What follows belongs to an exercise in optimizing a design on an open flow for small area, a short achievable clock period and few clock cycles; a production flow would make more cautious choices. RTL that was checked went through simulation tests only; none was proved equivalent to the original. Function not checked in runs 2 to 5: the RTL went through the layout flow alone. No activity file was given, so power comes from the tool's default toggle rates.

===== design/flow/design.v =====
module bcc_writer (
    input  wire        clk,
    input  wire        rst,         
    input  wire        cmd_valid,
    output wire        cmd_ready,
    input  wire [31:0] cmd,
    input  wire [63:0] din,
    output wire        sout_valid,
    input  wire        sout_ready,
    output reg  [63:0] sout_data,
    output reg         rsp_valid,
    output reg  [3:0]  rsp_status,
    input  wire [3:0]  stat_sel,
    output reg  [31:0] stat_data
);
    localparam OUT_CAP = 32;
    localparam [7:0] OP_BITS  = 8'h20;
    localparam [7:0] OP_U8    = 8'h21;
    localparam [7:0] OP_U16   = 8'h22;
    localparam [7:0] OP_U32   = 8'h23;
    localparam [7:0] OP_U64   = 8'h24;
    localparam [7:0] OP_F32   = 8'h25;
    localparam [7:0] OP_SKIP  = 8'h2A;
    localparam [7:0] OP_FLUSH = 8'h2B;
    localparam [7:0] OP_TAKE  = 8'h2C;
    localparam [7:0] OP_START = 8'h2F;
    localparam [3:0] ST_OK        = 4'd0;
    localparam [3:0] ST_INVALID   = 4'd2;
    localparam [3:0] ST_MISALIGN  = 4'd5;
    localparam [3:0] ST_ILLEGAL   = 4'd6;
    localparam [3:0] ST_CAPACITY  = 4'd7;
    localparam [3:0] ST_HALTED    = 4'd8;
    localparam [1:0] S_IDLE = 2'd0;
    localparam [1:0] S_EXEC = 2'd1;
    localparam [1:0] S_TAKE = 2'd2;
    reg [1:0]  state;
    reg [31:0] c_cmd;
    reg [63:0] c_din;
    reg [7:0]  obuf [0:OUT_CAP-1];
    reg [5:0]  out_len;
    reg [2:0]  wr_bit;
    reg [3:0]  wr_err;
    reg [31:0] wr_err_cmd;
    reg [8:0]  wr_err_pos;
    reg [31:0] wr_fields;
    reg [1:0]  tk_beat;
    assign cmd_ready  = (state == S_IDLE);
    assign sout_valid = (state == S_TAKE);
    wire [7:0]  op  = c_cmd[7:0];
    wire [7:0]  w   = c_cmd[15:8];
    wire [15:0] rsv = c_cmd[31:16];
    reg legal;
    always @(*) begin
        case (op)
            OP_BITS:  legal = (rsv == 16'd0) && (w >= 8'd1) && (w <= 8'd64);
            OP_U8, OP_U16, OP_U32, OP_U64, OP_F32,
            OP_SKIP, OP_FLUSH, OP_TAKE, OP_START:
                      legal = (rsv == 16'd0) && (w == 8'd0);
            default:  legal = 1'b0;
        endcase
    end
    wire [8:0] wp = {out_len, wr_bit};             
    wire [7:0] cur_byte = (out_len < OUT_CAP) ? obuf[out_len[4:0]] : 8'h00;
    wire [7:0] keep     = ~(8'hFF >> wr_bit);
    wire [7:0] acc      = cur_byte & keep;
    wire [6:0]  nbits     = w[6:0];
    wire [63:0] din_mask  = (nbits == 7'd64) ? 64'hFFFF_FFFF_FFFF_FFFF
                                             : ((64'd1 << nbits) - 64'd1);
    wire [63:0] field_top = c_din << (7'd64 - nbits);
    wire [71:0] field_win = {field_top, 8'h00} >> wr_bit;
    reg [71:0] le_win;
    integer j;
    always @(*) begin
        le_win = 72'd0;
        for (j = 0; j < 8; j = j + 1)
            le_win[71 - 8*j -: 8] = c_din[8*j +: 8];
    end
    reg [3:0]  x_status;
    reg [8:0]  x_wp;         
    reg        x_move;       
    reg        x_field;      
    reg        x_commit;     
    reg        x_wwin;       
    reg        x_skip;       
    reg        x_take;       
    reg        x_start;      
    reg [71:0] x_win;
    reg [6:0]  nbyte;        
    reg [63:0] vmax;         
    always @(*) begin
        x_status = ST_OK;
        x_wp     = wp;
        x_move   = 1'b0;
        x_field  = 1'b0;
        x_commit = 1'b0;
        x_wwin   = 1'b0;
        x_skip   = 1'b0;
        x_take   = 1'b0;
        x_start  = 1'b0;
        x_win    = 72'd0;
        nbyte    = 7'd0;
        vmax     = 64'd0;
        if (!legal) begin
            x_status = ST_ILLEGAL;
        end else if (op == OP_START) begin
            x_start = 1'b1;
        end else if (wr_err != 4'd0) begin
            x_status = ST_HALTED;
        end else begin
            case (op)
                OP_BITS: begin
                    if ((c_din & ~din_mask) != 64'd0) begin
                        x_status = ST_INVALID;
                        x_commit = 1'b1;
                    end else if ({1'b0, wp} + {3'b000, nbits} > 10'd256) begin
                        x_status = ST_CAPACITY;
                        x_commit = 1'b1;
                    end else begin
                        x_win   = field_win;
                        x_win[71:64] = field_win[71:64] | acc;
                        x_wp    = wp + {2'b00, nbits};
                        x_move  = 1'b1;
                        x_field = 1'b1;
                        x_wwin  = 1'b1;
                    end
                end
                OP_U8, OP_U16, OP_U32, OP_U64, OP_F32: begin
                    case (op)
                        OP_U8:   begin nbyte = 7'd1; vmax = 64'h0000_0000_0000_00FF; end
                        OP_U16:  begin nbyte = 7'd2; vmax = 64'h0000_0000_0000_FFFF; end
                        OP_U64:  begin nbyte = 7'd8; vmax = 64'hFFFF_FFFF_FFFF_FFFF; end
                        default: begin nbyte = 7'd4; vmax = 64'h0000_0000_FFFF_FFFF; end
                    endcase
                    if (wr_bit != 3'd0) begin
                        x_status = ST_MISALIGN;
                        x_commit = 1'b1;
                    end else if (c_din > vmax) begin
                        x_status = ST_INVALID;
                        x_commit = 1'b1;
                    end else if ({1'b0, out_len} + nbyte > OUT_CAP) begin
                        x_status = ST_CAPACITY;
                        x_commit = 1'b1;
                    end else begin
                        x_win   = le_win;
                        x_wp    = wp + {nbyte[5:0], 3'b000};
                        x_move  = 1'b1;
                        x_field = 1'b1;
                        x_wwin  = 1'b1;
                    end
                end
                OP_SKIP: begin
                    if (c_din > 64'd256 - {55'd0, wp}) begin
                        x_status = ST_CAPACITY;
                        x_commit = 1'b1;
                    end else begin
                        x_wp   = wp + c_din[8:0];
                        x_move = 1'b1;
                        x_skip = 1'b1;
                    end
                end
                OP_FLUSH: begin
                    if (wr_bit != 3'd0) begin
                        x_wp   = {out_len + 6'd1, 3'b000};
                        x_move = 1'b1;
                    end
                end
                default: begin  
                    if (wr_bit != 3'd0) begin
                        x_status = ST_MISALIGN;
                        x_commit = 1'b1;
                    end else if (out_len != 6'd0) begin
                        x_take = 1'b1;
                    end
                end
            endcase
        end
    end
    wire [2:0] last_beat = out_len[5:3] - {2'b00, out_len[2:0] == 3'd0};
    always @(posedge clk) begin
        if (rst) begin
            state      <= S_IDLE;
            c_cmd      <= 32'd0;
            c_din      <= 64'd0;
            out_len    <= 6'd0;
            wr_bit     <= 3'd0;
            wr_err     <= 4'd0;
            wr_err_cmd <= 32'd0;
            wr_err_pos <= 9'd0;
            wr_fields  <= 32'd0;
            tk_beat    <= 2'd0;
            rsp_valid  <= 1'b0;
            rsp_status <= 4'd0;
        end else begin
            rsp_valid <= 1'b0;
            case (state)
                S_IDLE: begin
                    if (cmd_valid) begin
                        c_cmd <= cmd;
                        c_din <= din;
                        state <= S_EXEC;
                    end
                end
                S_EXEC: begin
                    if (x_take) begin
                        tk_beat <= 2'd0;
                        state   <= S_TAKE;
                    end else begin
                        if (x_start) begin
                            out_len    <= 6'd0;
                            wr_bit     <= 3'd0;
                            wr_err     <= 4'd0;
                            wr_err_cmd <= 32'd0;
                            wr_err_pos <= 9'd0;
                            wr_fields  <= 32'd0;
                        end
                        if (x_move) begin
                            out_len <= x_wp[8:3];
                            wr_bit  <= x_wp[2:0];
                        end
                        if (x_field)
                            wr_fields <= wr_fields + 32'd1;
                        if (x_commit) begin
                            wr_err     <= x_status;
                            wr_err_cmd <= c_cmd;
                            wr_err_pos <= wp;
                        end
                        rsp_valid  <= 1'b1;
                        rsp_status <= x_status;
                        state      <= S_IDLE;
                    end
                end
                S_TAKE: begin
                    if (sout_ready) begin
                        tk_beat <= tk_beat + 2'd1;
                        if ({1'b0, tk_beat} == last_beat) begin
                            rsp_valid  <= 1'b1;
                            rsp_status <= ST_OK;
                            state      <= S_IDLE;
                        end
                    end
                end
                default: state <= S_IDLE;
            endcase
        end
    end
    always @(posedge clk) begin
        if (state == S_EXEC && x_wwin) begin
            for (j = 0; j < 9; j = j + 1) begin
                if ({1'b0, out_len} + j[6:0] < OUT_CAP)
                    obuf[out_len[4:0] + j[4:0]] <= x_win[71 - 8*j -: 8];
            end
        end else if (state == S_EXEC && x_skip) begin
            for (j = 0; j < OUT_CAP; j = j + 1) begin
                if (j[5:0] == out_len)
                    obuf[j] <= acc;
                else if (j[5:0] > out_len)
                    obuf[j] <= 8'h00;
            end
        end
    end
    always @(*) begin
        for (j = 0; j < 8; j = j + 1)
            sout_data[8*j +: 8] = obuf[{tk_beat, 3'b000} + j];
    end
    always @(*) begin
        case (stat_sel)
            4'h8:    stat_data = {26'd0, out_len};
            4'h9:    stat_data = {24'd0, (wr_bit != 3'd0) ? acc : 8'h00};
            4'hA:    stat_data = {29'd0, wr_bit};
            4'hB:    stat_data = {28'd0, wr_err};
            4'hC:    stat_data = wr_err_cmd;
            4'hD:    stat_data = {23'd0, wr_err_pos};
            4'hE:    stat_data = wr_fields;
            default: stat_data = 32'd0;
        endcase
    end
endmodule

===== design/flow/run.sh =====
#!/bin/bash
# synth_recipe.tcl (not shown) runs the flow's synth.tcl, then flattens the netlist and writes it again
# the make line also repeats each setting of config.mk as NAME=value (left out here)
make -C /OpenROAD-flow-scripts/flow DESIGN_CONFIG=/design/flow/config.mk WORK_HOME=/design/flow/orfs CLKGATE_MAP_FILE= SYNTH_SCRIPT=/design/flow/synth_recipe.tcl finish

===== design/flow/config.mk =====
export PLATFORM = sky130hd
export DESIGN_NAME = bcc_writer
export DESIGN_NICKNAME = bcc_writer
export VERILOG_FILES = /design/flow/design.v
export SDC_FILE = /design/flow/constraint.sdc
export NUM_CORES = 8
export LEC_CHECK = 0
export CAP_MARGIN = 20
export CORE_MARGIN = 2
export CORE_UTILIZATION = 25
export PLACE_DENSITY = 0.45
export SLEW_MARGIN = 20

===== design/flow/constraint.sdc =====
create_clock -name core_clock -period 12.0 [get_ports {clk}]
set_input_delay 2.4000 -clock core_clock [delete_from_list [all_inputs] [get_ports {clk}]]
set_output_delay 2.4000 -clock core_clock [all_outputs]
set_load 0.01 [all_outputs]

==> results of run 1 <==
-- sequential cells by signal, indices dropped and copies added (netlist names), 6 cells and up, named ones only --
register,count
obuf,256
c_cmd,32
c_din,64
wr_err_cmd,32
wr_err_pos,9
out_len,6
wr_fields,32
-- routing by layer --
layer / track usage, % / share of wire (%) / routed length (um)
met5: 1.16 / 0.11 / 555
met3: 23.6 / 15 / 79200
met2: 56.7 / 38 / 197000
met4: 34.7 / 11 / 54800
met1: 49.0 / 36 / 183000
-- power breakdown --
group / internal (W) / total, W / switching [W]
clock network: 0.00123 / 0.00220 / 0.000976
registers: 0.00164 / 0.00170 / 0.0000586
logic: 0.000380 / 0.00109 / 0.000710
total: 0.00325 / 0.00499 / 0.00174
-- per-stage QoR --
step                hold slack (ps)  cell area, sq um
floorplan                       429             57000
global placement                442             63600
detailed placement              443             63700
CTS                             455             66000
global route                    467             66100
finish                          454             66400
-- area by class of cell --
type / count / share of cell area (%)
Inverter: 71 / 0.401
Tap cell: 3009 / 5.67
Clock buffer: 81 / 2.68
Multi-Input combinational cell: 6235 / 64.9
Antenna cell: 152 / 0.573
Timing Repair Buffer: 589 / 7.60
Clock inverter: 38 / 0.753
Sequential cell: 454 / 17.5
-- layout by cell type (no fill, tap or decap), drive strengths merged, types with 152 or more instances in the layout --
cell and n:
nand2 1006, nor3 181, mux2i 440, mux4 188
o221ai 153, o21ai 580, edfxtp 248, o22ai 177
nand3 228, a21oi 615, buf 383, clkdlybuf4s50 205
nor2 722, dfxtp 206, ha 171, diode 152
-- cells by family after synthesis --
family | after synthesis | share of synthesized area, %
AND/OR/NAND/NOR | 2644 | 21.2
AO/OA/AOI/OAI | 2577 | 30.2
buffers and inverters | 774 | 5.50
multiplexers | 742 | 17.4
flip-flops | 454 | 20.3
adder cells (fa/ha/maj) | 175 | 3.89
XOR/XNOR | 97 | 1.49
-- critical path, stage by stage, from the launching register on --
cell,delay [ps]
dfxtp_1,620
inv_1,280
ha_4,270
ha_1,480
a21oi_2,400
o221ai_1,240
a211oi_2,670
nand4_1,400
or2_1,350
a32oi_1,190
o21ai_0,260
nor4_1,920
and3_1,580
a41oi_4,280
nor2_4,660
buf_4,650
nand2_1,680
o21ai_0,340
nand4_1,140
a222oi_1,1130
-- worst paths after layout --
kind,to,slack [ps],depth (start not counted)
worst max-delay path,obuf[12][7]$_DFFE_PP_,2040,19
worst min-delay path,c_cmd[19]$_SDFFE_PP0P_,450,2
worst max register to register,obuf[12][7]$_DFFE_PP_,2040,19
worst min register to register,c_cmd[19]$_SDFFE_PP0P_,450,2
==> impl_metrics.json, run 1 <==
{
  "hold_violations": 0,
  "synth.cell_area_sq_um": 57000,
  "final_util_pct": 29.3,
  "fp.dieArea_sq_um": 232000,
  "clk_path_buf_depth": 3,
  "syn2layout_area_growth_pct": 16.5,
  "status": "complete, no violations",
  "cts_hold_buf": 0,
  "route.detailed.drc": 0,
  "synthArstFlopShare_pct": 0,
  "dp_hpwl_mm": 358,
  "r2r-start": "c_cmd[9]$_SDFFE_PP0P_",
  "dr.pass1.iters": 14,
  "hp-class": "flip-flop to flip-flop",
  "ys_top_cells_by_count": "1006 x nand2_1, 717 x nor2_1, 614 x a21oi_1",
  "fp.dieH_um": 482,
  "synth.avg_cell_area_sq_um": 7.64,
  "placeableCoreArea_sq_um": 227000,
  "max-cap-violations": 0,
  "multiInputGateArea_sq_um": 43100,
  "fin_cells": 10600,
  "cp-start-kind": "flip-flop",
  "finalCriticalPeriod_ps": 9960,
  "grt_pass1_wl_mm": 669,
  "io_buffer_count": 206,
  "insertion_delay_ps": 790,
  "place_ws_ps": 2580,
  "grt_usage_pct": 42.5,
  "ys_types": 109,
  "synth_edf_count": 248,
  "slew_headroom_pct": 8.89,
  "avgViaCountPerCell": 7.51,
  "power_density_nw_per_um2": 75.2,
  "gp_congestion": 1.18,
  "layout.nets": 7697,
  "setup_slack_ps": 2040,
  "synth-main-ff-cell": "edfxtp_1",
  "critPathArrivalTime_ps": 10350,
  "yosysTopAreaCell": "edfxtp_1",
  "grt_pass1_vias": 69400,
  "wl_per_cell_um": 48.4,
  "antenna_left": 0,
  "fin_skew_ps": 52.8,
  "root_buffer": "clkbuf_16",
  "cts_made_buffers": 67,
  "clock_sinks": 454,
  "cts_tree": "built",
  "row_count": 175,
  "fin_total_pwr_w": 0.00499,
  "drv_slew": 0,
  "antenna_found_initial": 104,
  "overflow": 0,
  "cts_resized": 0,
  "grt_max_degree": 97,
  "ir_drop_uv": 108,
  "worstPathMaxFanout": 23,
  "fillers": 24500,
  "synthCells": 7463,
  "clk_pin_slew_ps": 60,
  "yosys.cell_count.top_type": "nand2_1",
  "drt_iter0_markers": 17300,
  "worst_pin_slew_ps": 1360,
  "ys_ff_latch": 454,
  "yosysWarnings": 1,
  "vias": 79800,
  "fin_setup_tns_ps": 0,
  "seq_area_sq_um": 11600,
  "hp-start": "c_cmd[19]$_SDFFE_PP0P_",
  "required_ps": 12380,
  "synth_area_leaders": "edfxtp_1 13%, mux2i_1 7.7%, mux4_2 7.4%",
  "htreeDepth": 3,
  "post-route-period-util_pct": 83.0,
  "crit_path_end_kind": "flip-flop",
  "path_class": "flip-flop to flip-flop",
  "die_w_um": 482,
  "crit_path_start": "c_cmd[9]$_SDFFE_PP0P_",
  "synth_top_area_share_pct": 13.1,
  "wirelength_mm": 514,
  "setup_viol": 0,
  "max_freq_ghz": 0.100,
  "start_util_pct": 25.1,
  "cts_setup_buffers": 0,
  "p_leak_nw": 23.6,
  "drive_above_1_share_pct": 13.7,
  "io_pins": 207,
  "grt_setup_unrepaired": "no",
  "ys_seq_area_share_pct": 20.3,
  "dp.cells": 10400
}
Testbench counts, summed over its fixed seeds: cycles 27,807.
==> run 2: changes to the inputs <==
==> design/flow/design.v (replaced) <==
module bcc_writer (
    input  wire        clk,
    input  wire        rst,         
    input  wire        cmd_valid,
    output wire        cmd_ready,
    input  wire [31:0] cmd,
    input  wire [63:0] din,
    output wire        sout_valid,
    input  wire        sout_ready,
    output reg  [63:0] sout_data,
    output reg         rsp_valid,
    output reg  [3:0]  rsp_status,
    input  wire [3:0]  stat_sel,
    output reg  [31:0] stat_data
);
    localparam [3:0] ST_OK        = 4'd0;
    localparam [3:0] ST_INVALID   = 4'd2;
    localparam [3:0] ST_MISALIGN  = 4'd5;
    localparam [3:0] ST_ILLEGAL   = 4'd6;
    localparam [3:0] ST_CAPACITY  = 4'd7;
    localparam [3:0] ST_HALTED    = 4'd8;
    reg [255:0] ob;
    reg [5:0]  out_len;
    reg [2:0]  wr_bit;
    reg [7:0]  acc;          
    reg [1:0]  err;          
    reg        ec_v;         
    reg [6:0]  ec_w;         
    reg [3:0]  ec_op;
    reg [8:0]  wr_err_pos;
    reg [8:0]  wr_fields;    
    reg        taking;
    reg [1:0]  beat;
    assign cmd_ready  = ~taking;
    assign sout_valid = taking;
    wire [3:0] wr_err = {1'b0, err[1], err[0], err[1]};
    wire [8:0] wp     = {out_len, wr_bit};
    wire       halted = err != 2'd0;
    wire [7:0] op   = cmd[7:0];
    wire [7:0] w    = cmd[15:8];
    wire       rsv0 = cmd[31:16] == 16'd0;
    wire       wz   = w == 8'd0;
    wire is_bits  = op == 8'h20;
    wire is_u8    = op == 8'h21;
    wire is_u16   = op == 8'h22;
    wire is_u32   = (op == 8'h23) | (op == 8'h25);
    wire is_u64   = op == 8'h24;
    wire is_skip  = op == 8'h2A;
    wire is_flush = op == 8'h2B;
    wire is_take  = op == 8'h2C;
    wire is_start = op == 8'h2F;
    wire is_u     = is_u8 | is_u16 | is_u32 | is_u64;
    wire is_field = is_bits | is_u;
    wire legal = rsv0 & (is_bits ? ((w != 8'd0) & (w <= 8'd64))
                                 : (wz & (is_u | is_skip | is_flush | is_take | is_start)));
    wire acpt = cmd_valid & ~taking & ~rst;
    wire go   = acpt & legal & ~is_start & ~halted;
    wire clr  = rst | (acpt & legal & is_start);
    reg [6:0] nb;
    always @(*) begin
        if (is_bits)     nb = w[6:0];
        else if (is_u8)  nb = 7'd8;
        else if (is_u16) nb = 7'd16;
        else if (is_u32) nb = 7'd32;
        else             nb = 7'd64;
    end
    reg [8:0] addend;
    always @(*) begin
        if (is_skip)       addend = din[8:0];
        else if (is_flush) addend = {6'd0, 3'd0 - wr_bit};
        else               addend = {2'd0, nb};
    end
    wire [9:0] e  = {1'b0, wp} + {1'b0, addend};    
    wire [5:0] eb = e[8:3];
    reg inv;
    integer i;
    always @(*) begin
        inv = 1'b0;
        for (i = 1; i < 64; i = i + 1)
            if (din[i] && i >= nb) inv = 1'b1;
    end
    wire bad_inv = is_field & inv;
    wire bad_mis = (is_u | is_take) & (wr_bit != 3'd0);
    wire bad_cap = (is_field | is_skip) &
                   ((e > 10'd256) | (is_skip & (din[63:9] != 55'd0)));
    reg [3:0] status;
    always @(*) begin
        if (!legal)         status = ST_ILLEGAL;
        else if (is_start)  status = ST_OK;
        else if (halted)    status = ST_HALTED;
        else if (bad_mis)   status = ST_MISALIGN;
        else if (bad_inv)   status = ST_INVALID;
        else if (bad_cap)   status = ST_CAPACITY;
        else                status = ST_OK;
    end
    wire fail = go & (bad_mis | bad_inv | bad_cap);
    wire ok   = go & ~(bad_mis | bad_inv | bad_cap);
    wire fw   = ok & is_field;                   
    wire zw   = ok & (is_skip | is_flush);       
    wire tk   = ok & is_take & (out_len != 6'd0);
    reg [63:0] dv;
    always @(*) begin
        if (is_u16)      dv = {48'd0, din[7:0], din[15:8]};
        else if (is_u32) dv = {32'd0, din[7:0], din[15:8], din[23:16], din[31:24]};
        else if (is_u64) dv = {din[7:0], din[15:8], din[23:16], din[31:24],
                               din[39:32], din[47:40], din[55:48], din[63:56]};
        else             dv = din;
    end
    wire [63:0] d = (is_field & ~rst) ? dv : 64'd0;
    wire [2:0]  ke = e[2:0];
    wire [63:0] drev;
    genvar g;
    generate
        for (g = 0; g < 64; g = g + 1) begin : g_rev
            if (g < 7) begin : g_lo
                assign drev[63 - g] = d[g] & (g >= ke);
            end else begin : g_hi
                assign drev[63 - g] = d[g];
            end
        end
    endgenerate
    wire [127:0] rot2 = {drev, drev} << e[5:0];
    wire [63:0]  rs   = rot2[127:64];
    wire [7:0] lane_acc = clr ? 8'd0 : acc;
    wire [63:0] wd;
    generate
        for (g = 0; g < 64; g = g + 1) begin : g_wd
            assign wd[(g & ~7) + 7 - (g & 7)] =
                rs[g] | ((out_len[2:0] == (g >> 3)) & lane_acc[7 - (g & 7)]);
        end
    endgenerate
    reg [7:0] acc_tail;
    integer k;
    always @(*) begin
        acc_tail = 8'd0;
        for (k = 0; k < 7; k = k + 1)
            if (k < ke) acc_tail[7 - k] = d[ke - 1 - k];
    end
    wire same = eb == out_len;
    wire [31:0] ben;
    generate
        for (g = 0; g < 32; g = g + 1) begin : g_en
            assign ben[g] = clr |
                            (fw & (g >= out_len) & (g < eb)) |
                            (zw & (g == out_len));
        end
    endgenerate
    always @(posedge clk) begin : p_buf
        integer b;
        for (b = 0; b < 32; b = b + 1)
            if (ben[b]) ob[8*b +: 8] <= wd[8*(b % 8) +: 8];
    end
    wire [2:0] last_beat = out_len[5:3] - {2'b00, out_len[2:0] == 3'd0};
    always @(posedge clk) begin
        if (clr) begin
            out_len    <= 6'd0;
            wr_bit     <= 3'd0;
            acc        <= 8'd0;
            err        <= 2'd0;
            ec_v       <= 1'b0;
            ec_w       <= 7'd0;
            ec_op      <= 4'd0;
            wr_err_pos <= 9'd0;
            wr_fields  <= 9'd0;
        end else begin
            if (fw | zw) begin
                out_len <= e[8:3];
                wr_bit  <= e[2:0];
                acc     <= (same ? acc : 8'd0) | acc_tail;
            end
            if (fw)
                wr_fields <= wr_fields + 9'd1;
            if (fail) begin
                err        <= {status[2], status[1]};
                ec_v       <= 1'b1;
                ec_w       <= w[6:0];
                ec_op      <= op[3:0];
                wr_err_pos <= wp;
            end
        end
    end
    always @(posedge clk) begin
        if (rst) begin
            taking    <= 1'b0;
            beat      <= 2'd0;
            rsp_valid <= 1'b0;
        end else if (taking) begin
            rsp_valid <= 1'b0;
            if (sout_ready) begin
                beat <= beat + 2'd1;
                if ({1'b0, beat} == last_beat) begin
                    taking    <= 1'b0;
                    rsp_valid <= 1'b1;
                end
            end
        end else begin
            beat      <= 2'd0;
            taking    <= tk;
            rsp_valid <= acpt & ~tk;
        end
    end
    always @(posedge clk)
        rsp_status <= taking ? ST_OK : status;
    always @(*) begin
        case (beat)
            2'd0:    sout_data = ob[63:0];
            2'd1:    sout_data = ob[127:64];
            2'd2:    sout_data = ob[191:128];
            default: sout_data = ob[255:192];
        endcase
    end
    always @(*) begin
        case (stat_sel)
            4'h8:    stat_data = {26'd0, out_len};
            4'h9:    stat_data = {24'd0, acc};
            4'hA:    stat_data = {29'd0, wr_bit};
            4'hB:    stat_data = {28'd0, wr_err};
            4'hC:    stat_data = {17'd0, ec_w, 2'b00, ec_v, 1'b0, ec_op};
            4'hD:    stat_data = {23'd0, wr_err_pos};
            4'hE:    stat_data = {23'd0, wr_fields};
            default: stat_data = 32'd0;
        endcase
    end
endmodule
==> impl_metrics.json, run 2 <==
{
  "status": "complete, no violations",
  "insertion_delay_ps": 590,
  "synthArstFlopShare_pct": 0,
  "cts_setup_buffers": 0,
  "cpMaxStageDelayCell": "o21ai_1",
  "ys_seq_area_share_pct": 36.1,
  "grt_pass1_vias": 23900,
  "ir_drop_uv": 98.2,
  "diodes": 0,
  "yosys.cell_count.top_type": "edfxtp_1",
  "synth-main-ff-cell": "edfxtp_1",
  "power_density_nw_per_um2": 86.9,
  "io_buffer_count": 189,
  "p_comb_share_pct": 13.2,
  "cp-start-kind": "input port",
  "grt_pass1_wl_mm": 173,
  "setup_viol": 0,
  "seq_power_share_pct": 48.7,
  "synth.cell_area_sq_um": 24400,
  "setup_slack_ps": 2710,
  "drive_above_1_share_pct": 9.60,
  "post-route-period-util_pct": 77.4,
  "fp.dieH_um": 316,
  "swShare_pct": 26.3,
  "dr.pass1.iters": 7,
  "max-cap-violations": 0,
  "place_ws_ps": 2100,
  "fin_setup_tns_ps": 0,
  "hold_violations": 0,
  "crit_family": "simple AND/OR/NAND/NOR gates",
  "synth_area_leaders": "edfxtp_1 32%, mux2i_1 7.6%, dfxtp_1 4.6%",
  "synth_top_area_share_pct": 31.5,
  "cts_resized": 0,
  "ys_ff_latch": 312,
  "final_util_pct": 29.6,
  "power.clock.fraction_pct": 38.0,
  "required_ps": 12200,
  "placed_area_sq_um": 27700,
  "syn2layout_area_growth_pct": 17.5,
  "p_sw_w": 0.000656,
  "grt_usage_pct": 23.4,
  "wirelength_mm": 121,
  "wl_per_cell_um": 29.8,
  "slowest_delay_ps": 810,
  "fillers": 10200,
  "avgViaCountPerCell": 6.09,
  "grt_setup_unrepaired": "no",
  "worstPathMaxFanout": 14,
  "cts_made_buffers": 31,
  "p_int_w": 0.00183,
  "ys_top_cells_by_count": "256 x edfxtp_1, 227 x nor2_1, 211 x nand2_1",
  "largest_reg_flops": 256,
  "finalCriticalPeriod_ps": 9290,
  "antenna_left": 0,
  "dp_hpwl_mm": 92.1,
  "fin_total_pwr_w": 0.00249,
  "cts_hold_buf": 0,
  "die_w_um": 316,
  "synthCells": 2679,
  "final_common_cell": "edfxtp_1",
  "worst_pin_slew_ps": 1190,
  "synth.avg_cell_area_sq_um": 9.11,
  "path_cells": "clkdlybuf4s50_1, nor4b_4, nand2_1, nor2_1, o21ai_0, a32oi_1, ha_1, xnor2_2, buf_4, nor2_1, buf_4, nand2_1, or4_1, o21a_1, o21ai_1, nand3_2, or3_1, o21ai_1",
  "start_util_pct": 25.2,
  "layout.nets": 2897,
  "fin_area_sq_um": 28700,
  "slew_headroom_pct": 20.8,
  "fp.dieArea_sq_um": 100000,
  "regMostFlops": "ob",
  "yosysWarnings": 1,
  "ys_types": 92,
  "clock_sinks": 312,
  "root_buffer": "clkbuf_16",
  "clk_pin_slew_ps": 60,
  "yosysTopAreaCell": "edfxtp_1",
  "critPathBufInv": 3,
  "synth_edf_count": 256,
  "max_freq_ghz": 0.108,
  "vias": 24700,
  "antenna_found_initial": 1,
  "drv_slew": 0,
  "critPathArrivalTime_ps": 9500,
  "top_regs": "ob (256), wr_err_pos (9), wr_fields (9)",
  "crit_path_end_kind": "flip-flop",
  "io_pins": 207,
  "clk_path_buf_depth": 3,
  "cts_tree": "built",
  "hp-class": "flip-flop to flip-flop",
  "overflow": 0,
  "layout_common_cells": "256 x edfxtp_1, 225 x nor2_1, 210 x nand2_1",
  "row_count": 114,
  "grt_max_degree": 75,
  "fin_skew_ps": 13.4,
  "p_leak_nw": 9.73,
  "htreeDepth": 1,
  "path_class": "input port to flip-flop",
  "gp_congestion": 1.01,
  "placeableCoreArea_sq_um": 96700,
  "drt_iter0_markers": 3324,
  "route.detailed.drc": 0
}
-- run 2: cell types whose count changed after synthesis, sizes merged, moves of 138 or more --
cell and change:
buf -139, a21oi -515, o21ai -421, mux2i -254, nand3 -152, nor2 -495, dfxtp -150, clkbuf -315
nand2 -795, o22ai -138, mux4 -141
-- run 2: cells by family after synthesis --
kind of cell	after synthesis	share of synthesized area [%]
buffers and inverters	365	5.99
adder cells (fa/ha/maj)	39	2.01
flip-flops	312	36.1
multiplexers	258	13.1
AO/OA/AOI/OAI	863	25.5
XOR/XNOR	28	1.00
other	1	0.0154
AND/OR/NAND/NOR	813	16.2
-- run 2: path summary, 6_finish.rpt --
path	from	cells past startpoint	slack, ps	to
worst min register to register	ec_v$_SDFFE_PP0P_	2	480	ec_v$_SDFFE_PP0P_
worst max-delay path	cmd[4]	18	2710	ob[161]$_DFFE_PP_
worst min-delay path	ec_v$_SDFFE_PP0P_	2	480	ec_v$_SDFFE_PP0P_
worst max register to register	wr_bit[0]$_SDFFE_PP0P_	18	5630	ob[161]$_DFFE_PP_
-- run 2: power by group through the flow --
| stage | Combinational [W] | Sequential (W) | Clock (W) |
|---|---|---|---|
| 6_report | 0.000330 | 0.00121 | 0.000947 |
| 5_1_grt | 0.000343 | 0.00122 | 0.00101 |
| 4_1_cts | 0.000321 | 0.00121 | 0.000971 |
| 3_5_place_dp | 0.000320 | 0.00124 | 0 |
| 3_3_place_gp | 0.000319 | 0.00124 | 0 |
| 2_1_floorplan | 0.000155 | 0.00123 | 0 |
-- run 2: cell type report --
class | instances | area [sq um] | share of cell area, %
multi-input cells | 2018 | 14300 | 49.9
clock inverters | 26 | 203 | 0.707
inverters | 116 | 435 | 1.52
repair buffers | 277 | 2530 | 8.84
flip-flops and latches | 312 | 8810 | 30.7
well taps | 1276 | 1600 | 5.57
clock buffers | 32 | 779 | 2.72
-- run 2: worst register-to-register path: stages, from the launching register on --
cell	delay (ps)
dfxtp_1	470
inv_1	120
ha_1	300
mux2i_1	60
nor2_1	100
a21o_1	140
inv_1	70
fa_2	390
xnor2_2	150
buf_4	150
nor2_1	90
buf_4	180
nand2_1	440
or4_1	680
o21a_1	210
o21ai_1	640
nand3_2	340
or3_1	640
o21ai_1	810
-- run 2: layer usage --
metal	global-route usage [%]	up-vias	part of all wire, %
li1	-	10700	-
met1	30.9	12300	41
met2	38.0	1452	46
met3	3.92	290	8.2
met4	9.28	0	4.7
met5	0	-	0
-- run 2: per-stage QoR --
| step | hold WS [ps] | instances |
|---|---|---|
| after floorplan | 441 | 2695 |
| after global placement | 455 | 3993 |
| after detailed placement | 466 | 3996 |
| after CTS | 480 | 4054 |
| after global routing | 507 | 4057 |
| final | 478 | 4057 |
==> run 3: changes to the inputs <==
--- a/design/flow/design.v
+++ b/design/flow/design.v
@@ -99,26 +99,22 @@
     wire zw   = ok & (is_skip | is_flush);       
     wire tk   = ok & is_take & (out_len != 6'd0);
-    reg [63:0] dv;
-    always @(*) begin
-        if (is_u16)      dv = {48'd0, din[7:0], din[15:8]};
-        else if (is_u32) dv = {32'd0, din[7:0], din[15:8], din[23:16], din[31:24]};
-        else if (is_u64) dv = {din[7:0], din[15:8], din[23:16], din[31:24],
-                               din[39:32], din[47:40], din[55:48], din[63:56]};
-        else             dv = din;
-    end
-    wire [63:0] d = (is_field & ~rst) ? dv : 64'd0;
+    wire        sel_b = is_bits & ~rst;
+    wire        sel_u = is_u & ~rst;
     wire [2:0]  ke = e[2:0];
-    wire [63:0] drev;
+    wire [63:0] x;
     genvar g;
     generate
-        for (g = 0; g < 64; g = g + 1) begin : g_rev
+        for (g = 0; g < 64; g = g + 1) begin : g_x
             if (g < 7) begin : g_lo
-                assign drev[63 - g] = d[g] & (g >= ke);
+                assign x[63 - g] = (sel_b & din[g] & (g >= ke)) |
+                                   (sel_u & din[((63 - g) & ~7) + (g & 7)]);
             end else begin : g_hi
-                assign drev[63 - g] = d[g];
+                assign x[63 - g] = (sel_b & din[g]) |
+                                   (sel_u & din[((63 - g) & ~7) + (g & 7)]);
             end
         end
     endgenerate
-    wire [127:0] rot2 = {drev, drev} << e[5:0];
+    wire [5:0]   ramt = is_bits ? e[5:0] : wp[5:0];
+    wire [127:0] rot2 = {x, x} << ramt;
     wire [63:0]  rs   = rot2[127:64];
     wire [7:0] lane_acc = clr ? 8'd0 : acc;
@@ -135,5 +131,5 @@
         acc_tail = 8'd0;
         for (k = 0; k < 7; k = k + 1)
-            if (k < ke) acc_tail[7 - k] = d[ke - 1 - k];
+            if (k < ke) acc_tail[7 - k] = sel_b & din[ke - 1 - k];
     end
     wire same = eb == out_len;
--- a/design/flow/config.mk
+++ b/design/flow/config.mk
@@ -10,3 +10,4 @@
 export CORE_UTILIZATION = 25
 export PLACE_DENSITY = 0.45
+export SETUP_SLACK_MARGIN = 5
 export SLEW_MARGIN = 20
==> impl_metrics.json, run 3 <==
{
  "route.detailed.drc": 0,
  "cp-start-kind": "input port",
  "start_util_pct": 25.1,
  "clock_sinks": 312,
  "synth_top_family_by_area": "compound AO/OA/AOI/OAI gates",
  "largest_reg_flops": 256,
  "cpMaxStageDelayCell": "or4b_4",
  "ys_types": 89,
  "yosysWarnings": 1,
  "slew_headroom_pct": 22.7,
  "synth_xor_area_share_pct": 0.846,
  "antenna_found_initial": 1,
  "power_density_nw_per_um2": 82.8,
  "grt_max_degree": 67,
  "diodes": 0,
  "die_w_um": 313,
  "row_count": 113,
  "drt_iter0_markers": 2980,
  "ir_drop_uv": 99.9,
  "synth_area_leaders": "edfxtp_1 32%, mux2i_1 11%, dfxtp_1 4.7%",
  "dp_hpwl_mm": 85.5,
  "synthArstFlopShare_pct": 0,
  "drive_above_1_share_pct": 17.2,
  "post-route-period-util_pct": 57.9,
  "wirelength_mm": 115,
  "gp_congestion": 0.968,
  "critPathBufInv": 4,
  "dr.pass1.iters": 9,
  "worstPathMaxFanout": 6,
  "max_freq_ghz": 0.144,
  "fp.dieArea_sq_um": 97700,
  "regMostFlops": "ob",
  "hold-path-cell-count": 2,
  "synthSimpleGateAreaFrac_pct": 13.8,
  "ys_top_cells_by_count": "256 x edfxtp_1, 250 x mux2i_1, 208 x nand2_1",
  "wl_per_cell_um": 29.4,
  "top_regs": "ob (256), wr_err_pos (9), wr_fields (9)",
  "worst_pin_slew_ps": 1160,
  "vias": 23200,
  "grt_setup_unrepaired": "yes",
  "overflow": 0,
  "slowest_delay_ps": 620,
  "clk_pin_slew_ps": 60,
  "status": "complete, no violations",
  "htreeDepth": 1,
  "fin_setup_tns_ps": 0,
  "crit_path_end_kind": "flip-flop",
  "io_buffer_count": 189,
  "path_depth": 19,
  "hp-class": "flip-flop to flip-flop",
  "hold_violations": 0,
  "synth-main-ff-cell": "edfxtp_1",
  "critPathArrivalTime_ps": 7240,
  "required_ps": 12300,
  "clk_path_buf_depth": 3,
  "synth.cell_area_sq_um": 23800,
  "fp.dieH_um": 313,
  "final_common_cell": "edfxtp_1",
  "yosysTopAreaCell": "edfxtp_1",
  "cts_made_buffers": 31,
  "grt_pass1_wl_mm": 164,
  "placeableCoreArea_sq_um": 94700,
  "path_cells": "clkdlybuf4s15_1, or4b_4, nor2_4, nand2_1, o21ai_1, ha_2, inv_1, fa_2, clkbuf_2, buf_4, ha_1, o31a_1, a32oi_1, o22ai_1, a21oi_1, mux2i_1, mux2i_1, a21oi_1, a221o_1",
  "synth_edf_count": 256,
  "path_class": "input port to flip-flop",
  "setup_viol": 0,
  "insertion_delay_ps": 600,
  "grt_pass1_vias": 22400,
  "yosys.cell_count.top_type": "edfxtp_1",
  "max-cap-violations": 0,
  "p_leak_nw": 10.2,
  "fin_skew_ps": 23.5,
  "drv_slew": 0,
  "root_buffer": "clkbuf_16",
  "ff2ff_path_depth": 16,
  "cts_tree": "built",
  "cts_hold_buf": 0,
  "synth-adder-area-share_pct": 2.07,
  "grt_usage_pct": 22.5,
  "finalCriticalPeriod_ps": 6940,
  "synthMuxAreaShare_pct": 16.5,
  "synthCells": 2460,
  "ys_ff_latch": 312,
  "layout.nets": 2762,
  "synth-compound-area-share_pct": 24.1,
  "antenna_left": 0,
  "ys_seq_area_share_pct": 37.0,
  "avgViaCountPerCell": 5.93,
  "hold_slack_ps": 454,
  "syn2layout_area_growth_pct": 25.8,
  "io_pins": 207,
  "crit_family": "compound AO/OA/AOI/OAI gates",
  "layout_common_cells": "256 x edfxtp_1, 241 x mux2i_1, 202 x nand2_1",
  "synth_top_area_share_pct": 32.3,
  "synth.avg_cell_area_sq_um": 9.68
}
## run 3: cell types whose count changed in the layout (fill, tap and decap cells not counted), moves of 13 or more
cell / change
o32ai_1: -16
o221ai_1: -13
buf_4: +39
nor3_1: -17
inv_1: -17
mux2i_1: +55
a31oi_1: -51
nand4_1: -21
a32oi_1: +26
buf_12: +15
o221ai_4: +16
a22oi_1: +16
nor2_1: -113
o21ai_0: -79
## run 3: kinds of logic (layout without fill, tap and decap cells)
group	count (synthesis)	count (layout)
xor+xnor	23	23
flops	312	312
fa+ha+maj	39	39
other cells	1	17
compound gates	765	765
buf+inv	328	494
mux	328	328
simple gates	664	666
## run 3: worst min-delay path, stage by stage, from the launching register on
cell	delay (ps)
dfxtp_1	310
nand2_1	50
mux2i_1	50
## run 3: routing by layer
layer / GRT usage (%) / vias to the layer above / wire (um)
met3: 2.67 / 238 / 7560
li1: - / 10100 / -
met2: 36.8 / 1195 / 53200
met5: 0 / - / 0
met4: 7.49 / 0 / 4310
met1: 30.8 / 11600 / 49900
## run 3: path summary, 6_finish.rpt
path,startpoint,endpoint,slack [ps]
worst max register to register,wr_bit[1]$_SDFFE_PP0P_,ob[201]$_DFFE_PP_,6760
worst min-delay path,ec_w[2]$_SDFFE_PP0P_,ec_w[2]$_SDFFE_PP0P_,450
worst max-delay path,cmd[5],ob[18]$_DFFE_PP_,5060
worst min register to register,ec_w[2]$_SDFFE_PP0P_,ec_w[2]$_SDFFE_PP0P_,450
## run 3: power breakdown
part           internal (W)  leakage [nW]  switching, W
logic              0.000108          6.58      0.000181
registers           0.00120          3.12    0.00000799
clock network      0.000561         0.488      0.000424
## run 3: final cells by class
| class | count | area [sq um] |
|---|---|---|
| Clock buffer | 33 | 783 |
| Clock inverter | 24 | 246 |
| Fill cell | 9698 | 64800 |
| Inverter | 96 | 367 |
| Multi-Input combinational cell | 1838 | 14900 |
| Sequential cell | 312 | 8810 |
| Tap cell | 1265 | 1580 |
| Timing Repair Buffer | 341 | 3310 |
## run 3: through the flow
stage | instances | power (W) | instance area (sq um) | worst slack (ps) | util [%]
after floorplan | 2476 | 0.00135 | 24200 | 4910 | -
after global placement | 3765 | 0.00150 | 27300 | 2580 | 28.8
after detailed placement | 3765 | 0.00150 | 27300 | 2430 | 28.8
after CTS | 3877 | 0.00249 | 29500 | 4990 | 31.2
after global routing | 3909 | 0.00255 | 30000 | 4960 | 31.6
final | 3909 | 0.00248 | 30000 | 5060 | 31.6
## run 3: what timing repair did
action / 4_1_cts / 5_1_grt
cloned: 4 / 1
gates resized for setup: 146 / 57
buffers inserted: 51 / 31
pin swaps: 30 / 18
setup endpoints to repair: 576 / 506
==> run 4: changes to the inputs <==
--- a/design/flow/config.mk
+++ b/design/flow/config.mk
@@ -6,4 +6,5 @@
 export NUM_CORES = 8
 export LEC_CHECK = 0
+export ABC_CLOCK_PERIOD_IN_PS = 5000
 export CAP_MARGIN = 20
 export CORE_MARGIN = 2
==> impl_metrics.json, run 4 <==
{
  "synth-main-ff-cell": "edfxtp_1",
  "cp-start-kind": "input port",
  "cpMaxStageDelayCell": "or4b_4",
  "synth_top_area_share_pct": 32.3,
  "overflow": 0,
  "dp_hpwl_mm": 85.5,
  "post-route-period-util_pct": 57.9,
  "ys_types": 89,
  "ir_drop_uv": 99.9,
  "drive_above_1_share_pct": 17.2,
  "hold_slack_ps": 454,
  "clk_pin_slew_ps": 60,
  "path_cells": "clkdlybuf4s15_1, or4b_4, nor2_4, nand2_1, o21ai_1, ha_2, inv_1, fa_2, clkbuf_2, buf_4, ha_1, o31a_1, a32oi_1, o22ai_1, a21oi_1, mux2i_1, mux2i_1, a21oi_1, a221o_1",
  "grt_setup_unrepaired": "yes",
  "synth_area_leaders": "edfxtp_1 32%, mux2i_1 11%, dfxtp_1 4.7%",
  "setup_viol": 0,
  "slew_headroom_pct": 22.7,
  "fin_skew_ps": 23.5,
  "clk_path_buf_depth": 3,
  "avgViaCountPerCell": 5.93,
  "synth.avg_cell_area_sq_um": 9.68,
  "max_freq_ghz": 0.144,
  "crit_path_end_kind": "flip-flop",
  "vias": 23200,
  "fp.dieArea_sq_um": 97700,
  "synth.cell_area_sq_um": 23800,
  "synthCells": 2460,
  "ys_ff_latch": 312,
  "fp.dieH_um": 313,
  "grt_usage_pct": 22.5,
  "die_w_um": 313,
  "worst_pin_slew_ps": 1160,
  "critPathBufInv": 4,
  "io_buffer_count": 189,
  "insertion_delay_ps": 600,
  "final_common_cell": "edfxtp_1",
  "finalCriticalPeriod_ps": 6940,
  "layout.nets": 2762,
  "htreeDepth": 1,
  "path_class": "input port to flip-flop",
  "drv_slew": 0,
  "diodes": 0,
  "synth_edf_count": 256,
  "ys_top_cells_by_count": "256 x edfxtp_1, 250 x mux2i_1, 208 x nand2_1",
  "max-cap-violations": 0,
  "critPathArrivalTime_ps": 7240,
  "row_count": 113,
  "wl_per_cell_um": 29.4,
  "clock_sinks": 312,
  "cts_hold_buf": 0,
  "route.detailed.drc": 0,
  "hp-class": "flip-flop to flip-flop",
  "fin_setup_tns_ps": 0,
  "required_ps": 12300,
  "slowest_delay_ps": 620,
  "p_leak_nw": 10.2,
  "placeableCoreArea_sq_um": 94700,
  "grt_pass1_wl_mm": 164,
  "yosysTopAreaCell": "edfxtp_1",
  "power_density_nw_per_um2": 82.8,
  "layout_common_cells": "256 x edfxtp_1, 241 x mux2i_1, 202 x nand2_1",
  "gp_congestion": 0.968,
  "hold_violations": 0,
  "worstPathMaxFanout": 6,
  "cts_made_buffers": 31,
  "crit_family": "compound AO/OA/AOI/OAI gates",
  "io_pins": 207,
  "synthArstFlopShare_pct": 0,
  "start_util_pct": 25.1,
  "wirelength_mm": 115,
  "antenna_found_initial": 1,
  "cts_tree": "built",
  "drt_iter0_markers": 2980,
  "yosysWarnings": 1,
  "antenna_left": 0,
  "dr.pass1.iters": 9,
  "yosys.cell_count.top_type": "edfxtp_1",
  "ys_seq_area_share_pct": 37.0,
  "syn2layout_area_growth_pct": 25.8,
  "grt_max_degree": 67,
  "grt_pass1_vias": 22400,
  "top_regs": "ob (256), wr_err_pos (9), wr_fields (9)",
  "regMostFlops": "ob",
  "root_buffer": "clkbuf_16",
  "largest_reg_flops": 256,
  "status": "complete, no violations"
}
[run 4: cell counts after synthesis]
Identical to the previous run, type by type.
[run 4: report_power, final]
part	total (W)	leakage [nW]	switching [W]	internal, W
registers	0.00121	3.12	0.00000799	0.00120
clock network	0.000984	0.488	0.000424	0.000561
logic	0.000290	6.58	0.000181	0.000108
total	0.00248	10.2	0.000613	0.00187
[run 4: area by class of cell]
class | count | area (sq um)
clock inverters | 24 | 246
inverters | 96 | 367
clock buffers | 33 | 783
fillers | 9698 | 64800
multi-input cells | 1838 | 14900
flip-flops and latches | 312 | 8810
repair buffers | 341 | 3310
well taps | 1265 | 1580
[run 4: kinds of logic after synthesis]
kind of cell             share of synthesized area [%]
XOR/XNOR                                         0.846
adder cells (fa/ha/maj)                           2.07
multiplexers                                      16.5
other                                           0.0157
flip-flops                                        37.0
AO/OA/AOI/OAI                                     24.1
buffers and inverters                             5.63
AND/OR/NAND/NOR                                   13.8
[run 4: tightest hold or removal path, stage by stage (launching register included)]
cell and delay (ps):
dfxtp_1 310, nand2_1 50, mux2i_1 50
[run 4: metal layers]
layer / up-vias / track usage [%] / share of wire (%)
li1: 10100 / - / -
met1: 11600 / 30.8 / 43
met2: 1195 / 36.8 / 46
met3: 238 / 2.67 / 6.6
met4: 0 / 7.49 / 3.7
met5: - / 0 / 0
[run 4: per-stage QoR]
stage | setup slack, ps | instance area, sq um | total power (W) | instances | utilization, %
3_3_place_gp | 2580 | 27300 | 0.00150 | 3765 | 28.8
4_1_cts | 4990 | 29500 | 0.00249 | 3877 | 31.2
5_1_grt | 4960 | 30000 | 0.00255 | 3909 | 31.6
3_5_place_dp | 2430 | 27300 | 0.00150 | 3765 | 28.8
2_1_floorplan | 4910 | 24200 | 0.00135 | 2476 | -
6_report | 5060 | 30000 | 0.00248 | 3909 | 31.6
[run 4: path summary, 6_finish.rpt]
kind | startpoint | endpoint | slack, ps | cells after the start
worst min register to register | ec_w[2]$_SDFFE_PP0P_ | ec_w[2]$_SDFFE_PP0P_ | 450 | 2
worst max-delay path | cmd[5] | ob[18]$_DFFE_PP_ | 5060 | 19
worst max register to register | wr_bit[1]$_SDFFE_PP0P_ | ob[201]$_DFFE_PP_ | 6760 | 16
worst min-delay path | ec_w[2]$_SDFFE_PP0P_ | ec_w[2]$_SDFFE_PP0P_ | 450 | 2
[run 4: timing repair]
item                       4_1_cts  5_1_grt
setup endpoints to repair      576      506
gates resized for setup        146       57
pin swaps                       30       18
setup buffers                   51       31
cloned                           4        1
==> run 5: changes to the inputs <==
--- a/design/flow/design.v
+++ b/design/flow/design.v
@@ -25,7 +25,6 @@
     reg [7:0]  acc;          
     reg [1:0]  err;          
-    reg        ec_v;         
     reg [6:0]  ec_w;         
-    reg [3:0]  ec_op;
+    reg [3:0]  ec_op;        
     reg [8:0]  wr_err_pos;
     reg [8:0]  wr_fields;    
@@ -34,7 +33,8 @@
     assign cmd_ready  = ~taking;
     assign sout_valid = taking;
+    wire       halted = err != 2'd0;
     wire [3:0] wr_err = {1'b0, err[1], err[0], err[1]};
     wire [8:0] wp     = {out_len, wr_bit};
-    wire       halted = err != 2'd0;
+    wire [8:0] room   = 9'd256 - wp;        
     wire [7:0] op   = cmd[7:0];
     wire [7:0] w    = cmd[15:8];
@@ -51,37 +51,31 @@
     wire is_start = op == 8'h2F;
     wire is_u     = is_u8 | is_u16 | is_u32 | is_u64;
-    wire is_field = is_bits | is_u;
-    wire legal = rsv0 & (is_bits ? ((w != 8'd0) & (w <= 8'd64))
-                                 : (wz & (is_u | is_skip | is_flush | is_take | is_start)));
+    wire l_bits = rsv0 & is_bits & ~wz & (w <= 8'd64);
+    wire l_u    = rsv0 & wz & is_u;
+    wire l_zero = rsv0 & wz & (is_skip | is_flush);
+    wire l_misc = rsv0 & wz & (is_take | is_start);
+    wire legal  = l_bits | l_u | l_zero | l_misc;
     wire acpt = cmd_valid & ~taking & ~rst;
     wire go   = acpt & legal & ~is_start & ~halted;
-    wire clr  = rst | (acpt & legal & is_start);
-    reg [6:0] nb;
-    always @(*) begin
-        if (is_bits)     nb = w[6:0];
-        else if (is_u8)  nb = 7'd8;
-        else if (is_u16) nb = 7'd16;
-        else if (is_u32) nb = 7'd32;
-        else             nb = 7'd64;
-    end
-    reg [8:0] addend;
-    always @(*) begin
-        if (is_skip)       addend = din[8:0];
-        else if (is_flush) addend = {6'd0, 3'd0 - wr_bit};
-        else               addend = {2'd0, nb};
-    end
-    wire [9:0] e  = {1'b0, wp} + {1'b0, addend};    
-    wire [5:0] eb = e[8:3];
-    reg inv;
+    wire clr  = rst | (acpt & rsv0 & wz & is_start);
+    reg inv_b;
     integer i;
     always @(*) begin
-        inv = 1'b0;
+        inv_b = 1'b0;
         for (i = 1; i < 64; i = i + 1)
-            if (din[i] && i >= nb) inv = 1'b1;
-    end
-    wire bad_inv = is_field & inv;
+            if (din[i] && i >= w[6:0]) inv_b = 1'b1;
+    end
+    wire nz8  = din[63:8]  != 56'd0;
+    wire nz16 = din[63:16] != 48'd0;
+    wire nz32 = din[63:32] != 32'd0;
+    wire bad_inv = (is_bits & inv_b) | (is_u8 & nz8) | (is_u16 & nz16) | (is_u32 & nz32);
     wire bad_mis = (is_u | is_take) & (wr_bit != 3'd0);
-    wire bad_cap = (is_field | is_skip) &
-                   ((e > 10'd256) | (is_skip & (din[63:9] != 55'd0)));
+    wire bad_cap = (is_bits & ({2'd0, w[6:0]} > room)) |
+                   (is_u8   & (room < 9'd8)) |
+                   (is_u16  & (room < 9'd16)) |
+                   (is_u32  & (room < 9'd32)) |
+                   (is_u64  & (room < 9'd64)) |
+                   (is_skip & ((din[63:9] != 55'd0) | (din[8:0] > room)));
+    wire bad = bad_mis | bad_inv | bad_cap;
     reg [3:0] status;
     always @(*) begin
@@ -94,12 +88,21 @@
         else                status = ST_OK;
     end
-    wire fail = go & (bad_mis | bad_inv | bad_cap);
-    wire ok   = go & ~(bad_mis | bad_inv | bad_cap);
-    wire fw   = ok & is_field;                   
-    wire zw   = ok & (is_skip | is_flush);       
+    wire fail = go & bad;
+    wire ok   = go & ~bad;
     wire tk   = ok & is_take & (out_len != 6'd0);
+    reg [8:0] addend;
+    always @(*) begin
+        if (is_skip)       addend = din[8:0];
+        else if (is_flush) addend = {6'd0, 3'd0 - wr_bit};
+        else if (is_bits)  addend = {2'd0, w[6:0]};
+        else if (is_u8)    addend = 9'd8;
+        else if (is_u16)   addend = 9'd16;
+        else if (is_u32)   addend = 9'd32;
+        else               addend = 9'd64;
+    end
+    wire [8:0] e  = wp + addend;
+    wire [2:0] ke = e[2:0];
     wire        sel_b = is_bits & ~rst;
     wire        sel_u = is_u & ~rst;
-    wire [2:0]  ke = e[2:0];
     wire [63:0] x;
     genvar g;
@@ -115,5 +118,5 @@
         end
     endgenerate
-    wire [5:0]   ramt = is_bits ? e[5:0] : wp[5:0];
+    wire [5:0]   ramt = wp[5:0] + (is_bits ? w[5:0] : 6'd0);
     wire [127:0] rot2 = {x, x} << ramt;
     wire [63:0]  rs   = rot2[127:64];
@@ -131,13 +134,34 @@
         acc_tail = 8'd0;
         for (k = 0; k < 7; k = k + 1)
-            if (k < ke) acc_tail[7 - k] = sel_b & din[ke - 1 - k];
-    end
-    wire same = eb == out_len;
+            if (k < ke) acc_tail[7 - k] = is_bits & din[ke - 1 - k];
+    end
+    wire same = e[8:3] == out_len;
+    wire [6:0] kwn = {4'd0, wr_bit} + w[6:0];
+    reg  [7:0] tc;
+    always @(*) begin
+        for (k = 0; k < 8; k = k + 1)
+            tc[k] = (is_bits & (kwn[6:3] > k)) |
+                    (is_u8 & (k < 1)) | (is_u16 & (k < 2)) |
+                    (is_u32 & (k < 4)) | is_u64;
+    end
+    wire fwr = acpt & (l_bits | l_u);       
+    wire zwr = acpt & l_zero;               
+    wire [31:0] oh;
     wire [31:0] ben;
     generate
         for (g = 0; g < 32; g = g + 1) begin : g_en
-            assign ben[g] = clr |
-                            (fw & (g >= out_len) & (g < eb)) |
-                            (zw & (g == out_len));
+            assign oh[g] = out_len == g;
+        end
+        for (g = 0; g < 32; g = g + 1) begin : g_ben
+            wire [7:0] hit;
+            genvar r;
+            for (r = 0; r < 8; r = r + 1) begin : g_r
+                if (g >= r) begin : g_y
+                    assign hit[r] = oh[g - r] & tc[r];
+                end else begin : g_n
+                    assign hit[r] = 1'b0;
+                end
+            end
+            assign ben[g] = clr | (fwr & (hit != 8'd0)) | (zwr & oh[g]);
         end
     endgenerate
@@ -154,5 +178,4 @@
             acc        <= 8'd0;
             err        <= 2'd0;
-            ec_v       <= 1'b0;
             ec_w       <= 7'd0;
             ec_op      <= 4'd0;
@@ -160,14 +183,13 @@
             wr_fields  <= 9'd0;
         end else begin
-            if (fw | zw) begin
+            if (ok & ~is_take) begin
                 out_len <= e[8:3];
                 wr_bit  <= e[2:0];
                 acc     <= (same ? acc : 8'd0) | acc_tail;
             end
-            if (fw)
+            if (ok & (is_bits | is_u))
                 wr_fields <= wr_fields + 9'd1;
             if (fail) begin
                 err        <= {status[2], status[1]};
-                ec_v       <= 1'b1;
                 ec_w       <= w[6:0];
                 ec_op      <= op[3:0];
@@ -212,5 +234,5 @@
             4'hA:    stat_data = {29'd0, wr_bit};
             4'hB:    stat_data = {28'd0, wr_err};
-            4'hC:    stat_data = {17'd0, ec_w, 2'b00, ec_v, 1'b0, ec_op};
+            4'hC:    stat_data = {17'd0, ec_w, 2'b00, halted, 1'b0, ec_op};
             4'hD:    stat_data = {23'd0, wr_err_pos};
             4'hE:    stat_data = {23'd0, wr_fields};
--- a/design/flow/config.mk
+++ b/design/flow/config.mk
@@ -6,5 +6,4 @@
 export NUM_CORES = 8
 export LEC_CHECK = 0
-export ABC_CLOCK_PERIOD_IN_PS = 5000
 export CAP_MARGIN = 20
 export CORE_MARGIN = 2
==> impl_metrics.json, run 5 <==
{
  "avgViaCountPerCell": 6.02,
  "status": "complete, no violations",
  "critPathBufInv": 3,
  "synthCells": 2862,
  "grt_pass1_vias": 23900,
  "diodes": 0,
  "fin_skew_ps": 28.5,
  "path_class": "input port to flip-flop",
  "hp-class": "flip-flop to flip-flop",
  "fin_setup_tns_ps": 0,
  "ys_seq_area_share_pct": 33.2,
  "synth_area_leaders": "edfxtp_1 29%, mux4_2 7.1%, mux2i_1 5.3%",
  "placeableCoreArea_sq_um": 105000,
  "drt_iter0_markers": 3343,
  "synth.cell_area_sq_um": 26500,
  "power.clock.fraction_pct": 40.4,
  "cp-start-kind": "input port",
  "rr_endpoint": "ob[89]$_DFFE_PP_",
  "post-route-period-util_pct": 57.7,
  "yosysWarnings": 1,
  "grt_max_degree": 84,
  "start_util_pct": 25.2,
  "cpMaxStageDelayCell": "clkdlybuf4s50_1",
  "io_pins": 207,
  "yosys.cell_count.top_type": "nand2_1",
  "grt_usage_pct": 21.5,
  "drive_above_1_share_pct": 13.4,
  "drv_slew": 0,
  "placed_area_sq_um": 29700,
  "cts_tree": "built",
  "yosysTopAreaCell": "edfxtp_1",
  "swShare_pct": 27.4,
  "insertion_delay_ps": 580,
  "syn2layout_area_growth_pct": 19.1,
  "fp.dieH_um": 330,
  "route.detailed.drc": 0,
  "largest_reg_flops": 256,
  "wl_per_cell_um": 28.1,
  "htreeDepth": 2,
  "synth.avg_cell_area_sq_um": 9.26,
  "ys_top_cells_by_count": "257 x nand2_1, 256 x edfxtp_1, 174 x clkbuf_1, 174 x nor2_1, 150 x o21ai_0",
  "ir_drop_uv": 86.0,
  "clk_path_buf_depth": 3,
  "root_buffer": "clkbuf_16",
  "crit_family": "buffers and inverters",
  "fillers": 11100,
  "io_buffer_count": 189,
  "synthArstFlopShare_pct": 0,
  "fp.dieArea_sq_um": 109000,
  "overflow": 0,
  "finalCriticalPeriod_ps": 6920,
  "p_sw_w": 0.000759,
  "wirelength_mm": 122,
  "crit_path_end_kind": "flip-flop",
  "gp_congestion": 0.920,
  "max-cap-violations": 0,
  "ff2ff_path_depth": 15,
  "regMostFlops": "ob",
  "slew_headroom_pct": 28.5,
  "clock_sinks": 311,
  "p_leak_nw": 10.6,
  "max_freq_ghz": 0.145,
  "setup_viol": 0,
  "hold_violations": 0,
  "cts_made_buffers": 37,
  "slowest_delay_ps": 1120,
  "synth_top_area_share_pct": 29.0,
  "antenna_left": 0,
  "die_w_um": 330,
  "final_common_cell": "edfxtp_1",
  "dr.pass1.iters": 9,
  "required_ps": 12180,
  "path_cells": "clkdlybuf4s50_1, clkinvlp_4, nand2_1, a31oi_1, nor3_1, a311oi_4, buf_4, o221ai_1, o21ai_0, a21oi_2",
  "synth-main-ff-cell": "edfxtp_1",
  "top_regs": "ob (256), wr_err_pos (9), wr_fields (9)",
  "power_density_nw_per_um2": 88.0,
  "clk_pin_slew_ps": 60,
  "critPathArrivalTime_ps": 7100,
  "dp_hpwl_mm": 88.8,
  "p_int_w": 0.00202,
  "dp.cells": 4240,
  "antenna_found_initial": 3,
  "grt_pass1_wl_mm": 175,
  "p_comb_share_pct": 15.5,
  "row_count": 119,
  "layout_common_cells": "256 x edfxtp_1, 253 x nand2_1, 181 x clkdlybuf4s50_1",
  "crit_path_start": "cmd[14]",
  "vias": 26000,
  "path_depth": 10,
  "seq_power_share_pct": 44.1,
  "crit_end": "ob[254]$_DFFE_PP_",
  "ys_types": 106,
  "r2r_slack_ps": 6780,
  "fin_area_sq_um": 31500,
  "worstPathMaxFanout": 30,
  "grt_setup_unrepaired": "yes",
  "fin_cells": 4324,
  "ys_ff_latch": 311,
  "layout.nets": 3073,
  "r2r-start": "wr_bit[0]$_SDFFE_PP0P_",
  "cts_hold_buf": 0,
  "synth_edf_count": 256,
  "worst_pin_slew_ps": 1070
}
run 5: layout make-up:
cell class / instances / area [sq um] / area share, %
clock buffers: 43 / 958 / 3.04
clock inverters: 22 / 265 / 0.841
inverters: 109 / 432 / 1.37
multi-input cells: 2166 / 16700 / 53.0
flip-flops and latches: 311 / 8790 / 27.9
well taps: 1391 / 1740 / 5.52
repair buffers: 282 / 2640 / 8.36
run 5: repair_timing:
item,4_1_cts,5_1_grt
gates cloned,2,1
buffers inserted,3,13
gates resized for setup,52,54
pin swaps,5,9
setup endpoints to repair,275,285
run 5: per-stage QoR:
step / util (%) / hold slack (ps) / setup WS (ps) / power (W)
2_1_floorplan: - / 430 / 5070 / 0.00147
3_3_place_gp: 28.2 / 443 / 3470 / 0.00167
3_5_place_dp: 28.2 / 450 / 3510 / 0.00167
4_1_cts: 29.7 / 460 / 4950 / 0.00279
5_1_grt: 30.0 / 477 / 4980 / 0.00287
6_report: 30.0 / 457 / 5080 / 0.00277
run 5: worst register-to-register path, stage by stage (launching register included):
cell	delay (ps)
dfxtp_1	660
inv_1	170
ha_1	400
mux2i_1	180
o22ai_1	150
fa_2	720
inv_2	120
ha_1	200
o21bai_1	190
o211ai_1	350
buf_4	180
a21oi_1	80
mux4_2	560
o22ai_1	330
a2bb2oi_1	390
a31oi_2	230
run 5: cell families after synthesis:
group | synth area share [%]
and+or+nand+nor | 17.4
xor gates and xnor gates | 1.39
other | 0.0142
buffers and inverters | 6.49
adders and majority gates | 3.02
muxes | 13.5
DFF | 33.2
AOI/OAI and AO/OA | 25.1
run 5: worst min path at each step:
stage | start | to | slack [ps] | cells after the start
after floorplan | ec_w[1]$_SDFFE_PP0P_ | ec_w[1]$_SDFFE_PP0P_ | 430 | 2
after global placement | ec_w[3]$_SDFFE_PP0P_ | ec_w[3]$_SDFFE_PP0P_ | 440 | 2
after detailed placement | ec_w[6]$_SDFFE_PP0P_ | ec_w[6]$_SDFFE_PP0P_ | 450 | 2
after CTS | wr_err_pos[3]$_SDFFE_PP0P_ | wr_err_pos[3]$_SDFFE_PP0P_ | 460 | 2
after global routing | wr_err_pos[3]$_SDFFE_PP0P_ | wr_err_pos[3]$_SDFFE_PP0P_ | 480 | 2
final | ec_w[3]$_SDFFE_PP0P_ | ec_w[3]$_SDFFE_PP0P_ | 460 | 2
run 5: power groups by stage:
stage,Combinational (W),Sequential (W),Clock [W]
after floorplan,0.000226,0.00124,0
after global placement,0.000420,0.00124,0
after detailed placement,0.000420,0.00125,0
after CTS,0.000423,0.00122,0.00115
after global routing,0.000455,0.00123,0.00119
final,0.000431,0.00122,0.00112
run 5: routing by layer:
metal | GRT usage [%] | routed length, um | vias to the layer above
met4 | 5.43 | 3200 | 2
met3 | 2.80 | 9990 | 184
met5 | 0 | 13 | -
li1 | - | - | 11400
met1 | 31.3 | 54000 | 13000
met2 | 33.5 | 54300 | 1440

## re-timing with driven ports
The results above use ideal ports. As a check the final layouts listed here were re-extracted and re-timed, cells and wires unchanged. Step 1: set_driving_cell puts a clkbuf_16 on clk and a buf_2 on each other input, an assumption about the parent block. Step 2 moves the port delays by t, midway between the first and last clock arrival at a register: inputs arrive t later, outputs are due t later. That takes back most of the time a late clock gives input paths. Three values: no drivers, after step 1, after step 2; two values: the first two.
run	t (ns)	setup WS [ns]	worst setup path at the end
run 1	0.858	2.035 / 2.035 / 2.035	register to register
run 2	0.642	2.709 / 2.747 / 2.105	input to register
run 3	0.644	5.056 / 5.089 / 4.445	input to register
run 4	0.644	5.056 / 5.089 / 4.445	input to register
run 5	0.641	5.082 / 5.122 / 4.481	input to register
After both steps setup and hold are still met in every run listed.
